From an optimization exercise on the open Yosys and OpenROAD flow, aimed at small area, a short achievable clock period and few clock cycles per item; shortcuts taken in it are not production practice.
In this exercise RTL edits were held to simulation tests only and were not proved equivalent to the original.

==> design/flow/design.v <==
module mont_unit (
    input  wire         clk,
    input  wire         rst,
    input  wire         start,
    input  wire [1:0]   op,
    input  wire [255:0] a,
    input  wire [255:0] b,
    input  wire [255:0] m,
    output wire         ready,
    output reg          done,
    output wire [255:0] result
);
    localparam WR = 269;     
    localparam WT = 270;     
    localparam ST_IDLE = 3'd0;
    localparam ST_DBL  = 3'd1;
    localparam ST_MONT = 3'd2;
    localparam ST_MSB  = 3'd3;
    localparam ST_CONV = 3'd4;
    localparam ST_FSUB = 3'd5;
    reg [2:0]    state;
    reg [8:0]    cnt;
    reg          mfull;      
    reg          pw;         
    reg          msbop;      
    reg          gen;        
    reg [3:0]    minv;       
    reg [255:0]  X;          
    reg [255:0]  Y;          
    reg [255:0]  M;          
    reg [255:0]  D;          
    reg [WR-1:0] S;          
    reg [WR-1:0] C;          
    reg          cin;        
    reg          f_msb, f_dbl, f_conv;
    reg [2:0]    nstate;
    wire msb = f_msb;
    wire [256:0] yv = {pw, Y & {256{~pw}}};
    wire [3:0]   xd = X[3:0];
    wire [2:0]   dd = X[255:253];
    wire [5:0]   hsum = {1'b0, S[268:264]} + {1'b0, C[268:264]};
    wire [4:0]   h = hsum[4:0];
    wire [3:0]   t = S[3:0] + C[3:0] + {3'd0, cin}
                   + (xd[0] ? yv[3:0] : 4'd0)
                   + (xd[1] ? {yv[2:0], 1'b0} : 4'd0)
                   + (xd[2] ? {yv[1:0], 2'b0} : 4'd0)
                   + (xd[3] ? {yv[0], 3'b0} : 4'd0);
    wire [7:0]   tq = t * minv;
    wire [3:0]   q = tq[3:0];
    wire [255:0] opm = msb ? D : M;
    wire g0 = msb ? dd[0] : xd[0];
    wire g1 = msb ? dd[1] : xd[1];
    wire g2 = msb ? dd[2] : xd[2];
    wire [3:0] gm = msb ? h[3:0] : q;
    wire [WT-1:0] r_y0 = g0 ? {13'd0, yv} : {WT{1'b0}};
    wire [WT-1:0] r_y1 = g1 ? {12'd0, yv, 1'b0} : {WT{1'b0}};
    wire [WT-1:0] r_y2 = g2 ? {11'd0, yv, 2'b0} : {WT{1'b0}};
    wire [WT-1:0] r_7  = msb ? (h[4] ? {10'd0, D, 4'b0} : {WT{1'b0}})
                             : (xd[3] ? {10'd0, yv, 3'b0} : {WT{1'b0}});
    wire [WT-1:0] r_m0 = gm[0] ? {14'd0, opm} : {WT{1'b0}};
    wire [WT-1:0] r_m1 = gm[1] ? {13'd0, opm, 1'b0} : {WT{1'b0}};
    wire [WT-1:0] r_m2 = gm[2] ? {12'd0, opm, 2'b0} : {WT{1'b0}};
    wire [WT-1:0] r_m3 = gm[3] ? {11'd0, opm, 3'b0} : {WT{1'b0}};
    wire [WT-1:0] in_s = msb ? {6'd0, S[263:0]} : {1'b0, S};
    wire [WT-1:0] in_c = msb ? {6'd0, C[263:0]} : {1'b0, C};
    wire [WT-1:0] s1 = in_s ^ in_c ^ r_y0;
    wire [WT-1:0] c1 = {((in_s & in_c) | (in_s & r_y0) | (in_c & r_y0)), cin};
    wire [WT-1:0] s2 = r_y1 ^ r_y2 ^ r_7;
    wire [WT-1:0] c2 = {((r_y1 & r_y2) | (r_y1 & r_7) | (r_y2 & r_7)), 1'b0};
    wire [WT-1:0] s3 = s1 ^ c1 ^ s2;
    wire [WT-1:0] c3 = {((s1 & c1) | (s1 & s2) | (c1 & s2)), 1'b0};
    wire [WT-1:0] s4 = s3 ^ c3 ^ c2;
    wire [WT-1:0] c4 = {((s3 & c3) | (s3 & c2) | (c3 & c2)), 1'b0};
    wire [WT-1:0] s5 = s4 ^ c4 ^ r_m0;
    wire [WT-1:0] c5 = {((s4 & c4) | (s4 & r_m0) | (c4 & r_m0)), 1'b0};
    wire [WT-1:0] s6 = s5 ^ c5 ^ r_m1;
    wire [WT-1:0] c6 = {((s5 & c5) | (s5 & r_m1) | (c5 & r_m1)), 1'b0};
    wire [WT-1:0] s7 = s6 ^ c6 ^ r_m2;
    wire [WT-1:0] c7 = {((s6 & c6) | (s6 & r_m2) | (c6 & r_m2)), 1'b0};
    wire [WT-1:0] ts = s7 ^ c7 ^ r_m3;
    wire [WT-1:0] tc = {((s7 & c7) | (s7 & r_m3) | (c7 & r_m3)), 1'b0};
    wire          dbl  = f_dbl;
    wire          conv = f_conv;
    wire [263:0]  pa   = dbl ? {7'd0, D, 1'b0} : S[263:0];
    wire [263:0]  pb   = conv ? C[263:0] : {8'hff, ~M};
    wire [263:0]  res  = pa + pb + {263'd0, conv ? cin : 1'b1};
    wire          neg  = res[263];
    wire          below2m = (S[268:257] == 12'd0) && (S[256:240] < M[255:239]);
    function [3:0] neg_inv16(input [3:0] v);
        case (v[3:1])
            3'd0: neg_inv16 = 4'd15;
            3'd1: neg_inv16 = 4'd5;
            3'd2: neg_inv16 = 4'd3;
            3'd3: neg_inv16 = 4'd9;
            3'd4: neg_inv16 = 4'd7;
            3'd5: neg_inv16 = 4'd13;
            3'd6: neg_inv16 = 4'd11;
            default: neg_inv16 = 4'd1;
        endcase
    endfunction
    always @(*) begin
        nstate = state;
        case (state)
            ST_IDLE: if (start) nstate = (op[1] || !m[255]) ? ST_DBL : ST_MONT;
            ST_DBL:  if (cnt == 9'd0) nstate = msbop ? ST_MSB : ST_MONT;
            ST_MONT: if (cnt == 9'd0) nstate = ST_CONV;
            ST_MSB:  if (cnt == 9'd0) nstate = ST_MONT;
            ST_CONV: nstate = (mfull || gen) ? ST_FSUB : ST_MSB;
            ST_FSUB: if (gen || below2m) nstate = ST_IDLE;
            default: nstate = ST_IDLE;
        endcase
        if (rst) nstate = ST_IDLE;
    end
    reg f_idle, f_mont, f_fsub;
    always @(posedge clk) begin
        f_idle <= (nstate == ST_IDLE);
        f_mont <= (nstate == ST_MONT);
        f_msb  <= (nstate == ST_MSB);
        f_dbl  <= (nstate == ST_DBL);
        f_conv <= (nstate == ST_CONV);
        f_fsub <= (nstate == ST_FSUB);
    end
    assign ready  = (state == ST_IDLE);
    assign result = S[255:0];
    always @(posedge clk) begin
        state <= nstate;
        done  <= !rst && (state == ST_FSUB) && (gen || below2m);
        case (state)
            ST_IDLE: begin
                mfull <= m[255];
                pw    <= (op == 2'd1) || (op == 2'd2);
                msbop <= op[1];
                gen   <= 1'b0;
                cnt   <= (op[1] || !m[255]) ? (m[255] ? 9'd8 : 9'd263) : 9'd63;
            end
            ST_DBL:  cnt <= (cnt == 9'd0) ? (msbop ? 9'd90 : 9'd63) : cnt - 9'd1;
            ST_MONT: cnt <= cnt - 9'd1;
            ST_MSB:  cnt <= (cnt == 9'd0) ? (gen ? 9'd68 : 9'd4) : cnt - 9'd1;
            ST_CONV: begin
                cnt <= 9'd91;
                if (!(mfull || gen)) gen <= 1'b1;
            end
            default: ;
        endcase
    end
    always @(posedge clk) begin
        if (f_idle) begin
            X    <= a;
            Y    <= b;
            M    <= m;
            minv <= neg_inv16(m[3:0]);
            D    <= {m[255], 254'd0, ~m[255]};
            S    <= {13'd0, (op == 2'd1) ? b : 256'd0};
            C    <= {WR{1'b0}};
            cin  <= 1'b0;
        end
        if (f_dbl)
            D <= neg ? {D[254:0], 1'b0} : res[255:0];
        if (f_mont) begin
            S   <= {3'd0, ts[WT-1:4]};
            C   <= {3'd0, tc[WT-1:4]};
            cin <= |(ts[3:0] | tc[3:0]);
            X   <= {4'd0, X[255:4]};
        end
        if (f_msb) begin
            S   <= {ts[265:0], 3'd0};
            C   <= {tc[265:0], 3'd0};
            cin <= 1'b0;
            X   <= {X[252:0], 3'd0};
        end
        if (f_conv) begin
            S   <= {5'd0, res};
            C   <= {WR{1'b0}};
            cin <= 1'b0;
        end
        if (f_fsub && !neg)
            S <= {5'd0, res};
    end
endmodule
==> design/flow/run.sh <==
#!/bin/bash
# synth_recipe.tcl (not shown) runs the flow's synth.tcl, then flattens the netlist and writes it again
# the make line also repeats each setting of config.mk as NAME=value (left out here)
make -C /OpenROAD-flow-scripts/flow DESIGN_CONFIG=/design/flow/config.mk WORK_HOME=/design/flow/orfs CLKGATE_MAP_FILE= SYNTH_SCRIPT=/design/flow/synth_recipe.tcl finish
==> design/flow/config.mk <==
export PLATFORM = sky130hd
export DESIGN_NAME = mont_unit
export DESIGN_NICKNAME = mont_unit
export VERILOG_FILES = /design/flow/design.v
export SDC_FILE = /design/flow/constraint.sdc
export NUM_CORES = 4
export LEC_CHECK = 0
export CAP_MARGIN = 20
export CORE_MARGIN = 2
export CORE_UTILIZATION = 28
export PLACE_DENSITY = 0.45
export SLEW_MARGIN = 20
==> design/flow/constraint.sdc <==
create_clock -name core_clock -period 14.0 [get_ports {clk}]
set_input_delay 2.8000 -clock core_clock [delete_from_list [all_inputs] [get_ports {clk}]]
set_output_delay 2.8000 -clock core_clock [all_outputs]
set_load 0.01 [all_outputs]
==> impl_metrics.env <==
export IMPL_ant_nets=0
export IMPL_synthArstFlopShare_pct=0
export IMPL_relSlewSlack_pct=8.90
export IMPL_grt_overflow=0
export IMPL_ys_seq_elements=1589
export IMPL_crit_path_frequent_cell="buf_4"
export IMPL_globalplace_congestion=0.974
export IMPL_ys_seq_area_share_pct=27.9
export IMPL_antenna_found_initial=151
export IMPL_synthCells=16900
export IMPL_fmax_mhz=110
export IMPL_ys_types=100
export IMPL_grt_pass1_vias=133000
export IMPL_syn_to_final_growth_pct=14.3
export IMPL_drc_errors=0
export IMPL_drt_wirelength_per_cell_um=29.9
export IMPL_highest_layer="met5"
export IMPL_track_usage_pct=24.9
export IMPL_pre_cts_ws_ns=4.94
export IMPL_nets=20200
export IMPL_post_route_min_period_ns=9.12
export IMPL_postCtsHoldBufs=0
export IMPL_via_per_inst=5.25
export IMPL_hold_viol_final=0
export IMPL_syn_area_per_cell_um2=9.53
export IMPL_mostFrequentLayoutCell="nand2_1"
export IMPL_numCtsBuffers=221
export IMPL_clock_path_buffers=4
export IMPL_met1Wirelength_um=327000
export IMPL_clk_latency_ns=1.00
export IMPL_crit_path_cell_trace="buf_4, buf_4, mux2i_1, ha_1, a21oi_1, o21ai_0, a21oi_1, a31oi_1, o211ai_1, a311oi_1, o21ai_2, o21bai_2, xnor2_4, a21oi_4, nand2_4, buf_4, buf_4"
export IMPL_synth_nets=20100
export IMPL_drv_slew=0
export IMPL_clk_pin_slew_ns=0.06
export IMPL_synth_edf_count=1301
export IMPL_maxCapViolations=0
export IMPL_drt_first_pass_iters=8
export IMPL_cts_sinks=1589
export IMPL_post_cts_buffers=0
export IMPL_grt_max_degree=173
export IMPL_path_class="reg -> reg"
export IMPL_h_tree_depth=4
export IMPL_post_cts_resized=0
export IMPL_fp_row_count=278
export IMPL_die_h_um=762
export IMPL_crit_arrival_ns=9.71
export IMPL_wl_um=742000
export IMPL_start_util_pct=28.1
export IMPL_rsz0062_at_grt="false"
export IMPL_critPathMaxFanout=52
export IMPL_fin_tns_setup_ns=0
export IMPL_port_buffers=1030
export IMPL_layout_common_cells="2695 x nand2_1, 2059 x fa_1, 1528 x inv_1, 1301 x edfxtp_1, 1262 x a21oi_1"
export IMPL_vias=130000
export IMPL_hp_class="reg -> reg"
export IMPL_cts_root_buf="clkbuf_16"
export IMPL_fill_cells=59900
export IMPL_wl_met2_um=324000
export IMPL_boundaryPins=1031
export IMPL_grt_pass1_wl_um=1040000
export IMPL_dp_hpwl_um=595000
export IMPL_route_met3_wl_um=49700
export IMPL_core_area_um2=573000
export IMPL_start_kind="flop"
export IMPL_fin_ws_ns=4.88
export IMPL_finalClockSkew_ns=0.0827
export IMPL_die_width_um=762
export IMPL_die_area_um2=581000
export IMPL_drive_gt1_share_pct=6.61
export IMPL_holdWs_ns=0.509
export IMPL_worstMarginPinSlew_ns=1.35
export IMPL_synthFlopType="edfxtp_1"
export IMPL_worst_setup_path_end_kind="flop"
export IMPL_cp_slowest_stage_delay_ns=0.88
export IMPL_tritoncts="done"
export IMPL_setup_viol=0
export IMPL_synth_area_um2=161000
export IMPL_period_share_pct=65.2
export IMPL_first_iter_violations=11900
export IMPL_critPathSlowestCell="dfxtp_4"
export IMPL_critPathRequiredTime_ns=14.59
export IMPL_synth_warnings=1
export IMPL_status="no timing/DRC/antenna violations"
[cell type report]
cell class,count,area [um2],share of cell area (%)
inverters,1530,5760,3.13
diodes,68,170,0.0925
well taps,7560,9460,5.14
repair buffers,1232,12100,6.55
clock buffers,274,5920,3.22
clock inverters,138,1500,0.814
flip-flops and latches,1589,44900,24.4
multi-input cells,12400,104000,56.7
[synth_stat cells (29+ instances only)]
master,n,area [um2]
inv_1,1529,5740
buf_1,55,206
a31oi_1,43,269
clkbuf_1,898,3370
nand2_1,2696,10100
xnor2_1,173,1520
o22ai_1,87,544
buf_2,108,541
nand4_1,198,1240
a22oi_1,525,3940
nor4_1,41,257
o21ai_0,772,3860
a21oi_1,1262,6320
nor2_1,659,2470
edfxtp_1,1301,39100
a21o_1,83,623
dfxtp_1,288,5770
and2_1,29,181
a211oi_1,283,2120
o21ai_1,141,706
mux2_2,483,5440
nor2b_1,981,6140
o21bai_1,87,653
nand3_1,92,460
nor3_1,301,1510
o21a_1,31,233
mux2i_1,511,5110
xor2_1,96,841
ha_1,375,4690
nand2b_1,43,269
a21boi_0,32,240
o211ai_1,30,225
buf_4,265,1990
fa_1,2059,41200
[routing by layer]
metal | up-vias | GRT usage (%)
met1 | 67100 | 34.4
met3 | 971 | 4.54
met5 | - | 0
met2 | 4734 | 38.0
li1 | 57300 | -
met4 | 126 | 11.3
[sequential cells by signal, indices dropped and copies added (netlist names), 3 cells and up]
register,flops
C,269
S,269
D,256
M,256
X,256
Y,256
cnt,9
minv,3
state,3
[metrics by stage]
step | util [%] | instance area [um2] | std cells
after floorplan | - | 161000 | 16900
after global placement | 30.8 | 176000 | 24300
after detailed placement | 30.8 | 176000 | 24300
after CTS | 32.1 | 184000 | 24700
after global routing | 32.1 | 184000 | 24800
final | 32.1 | 184000 | 24800
[logic make-up (layout without fill, tap and decap cells)]
family | count (synthesis) | in the layout | share of synthesized area, %
simple gates | 5157 | 5157 | 14.6
mux | 994 | 994 | 6.56
other cells | 0 | 68 | 0
buf+inv | 2873 | 3174 | 7.48
compound gates | 3572 | 3572 | 13.4
flops | 1589 | 1589 | 27.9
fa+ha+maj | 2434 | 2434 | 28.5
xor+xnor | 271 | 271 | 1.48
[critical path, delay by kind of cell, from the launching register on]
kind / cells / cell delay, ns
compound gates: 9 / 2.96
buf+inv: 4 / 2.73
flops: 1 / 0.88
xor+xnor: 1 / 0.79
simple gates: 1 / 0.40
fa+ha+maj: 1 / 0.35
mux: 1 / 0.29
[final timing paths]
| kind | startpoint | to | slack [ns] | cells after the start |
|---|---|---|---|---|
| worst max-delay path | f_conv | S[149] | 4.88 | 17 |
| worst min register to register | C[107] | C[107] | 0.51 | 2 |
| worst min-delay path | C[107] | C[107] | 0.51 | 2 |
| worst max register to register | f_conv | S[149] | 4.88 | 17 |
Testbench counts, summed over its fixed seeds: cycles 14,668, ops 192.

[separate check: timing with driven ports]
No port has a modelled driver above. Below, the same layout with a new extraction and two added sets of constraints. Step 1 assumes that a clkbuf_16 drives the clock port and a buf_2 every other input. Step 2 moves the port delays by t, midway between the first and last clock arrival at a register: inputs arrive t later, outputs are due t later. That takes back most of the time a late clock gives input paths. a / b / c = no drivers / after step 1 / after step 2; a / b = the first two.
t, ns: 1.095
setup WS [ns]: 4.878 / 4.878 / 4.878
worst setup path at the end: register to register
After both steps setup and hold are still met in this run. For this run, drivers alone change the setup slack by 0.000 ns; drivers and shift together by 0.000 ns.
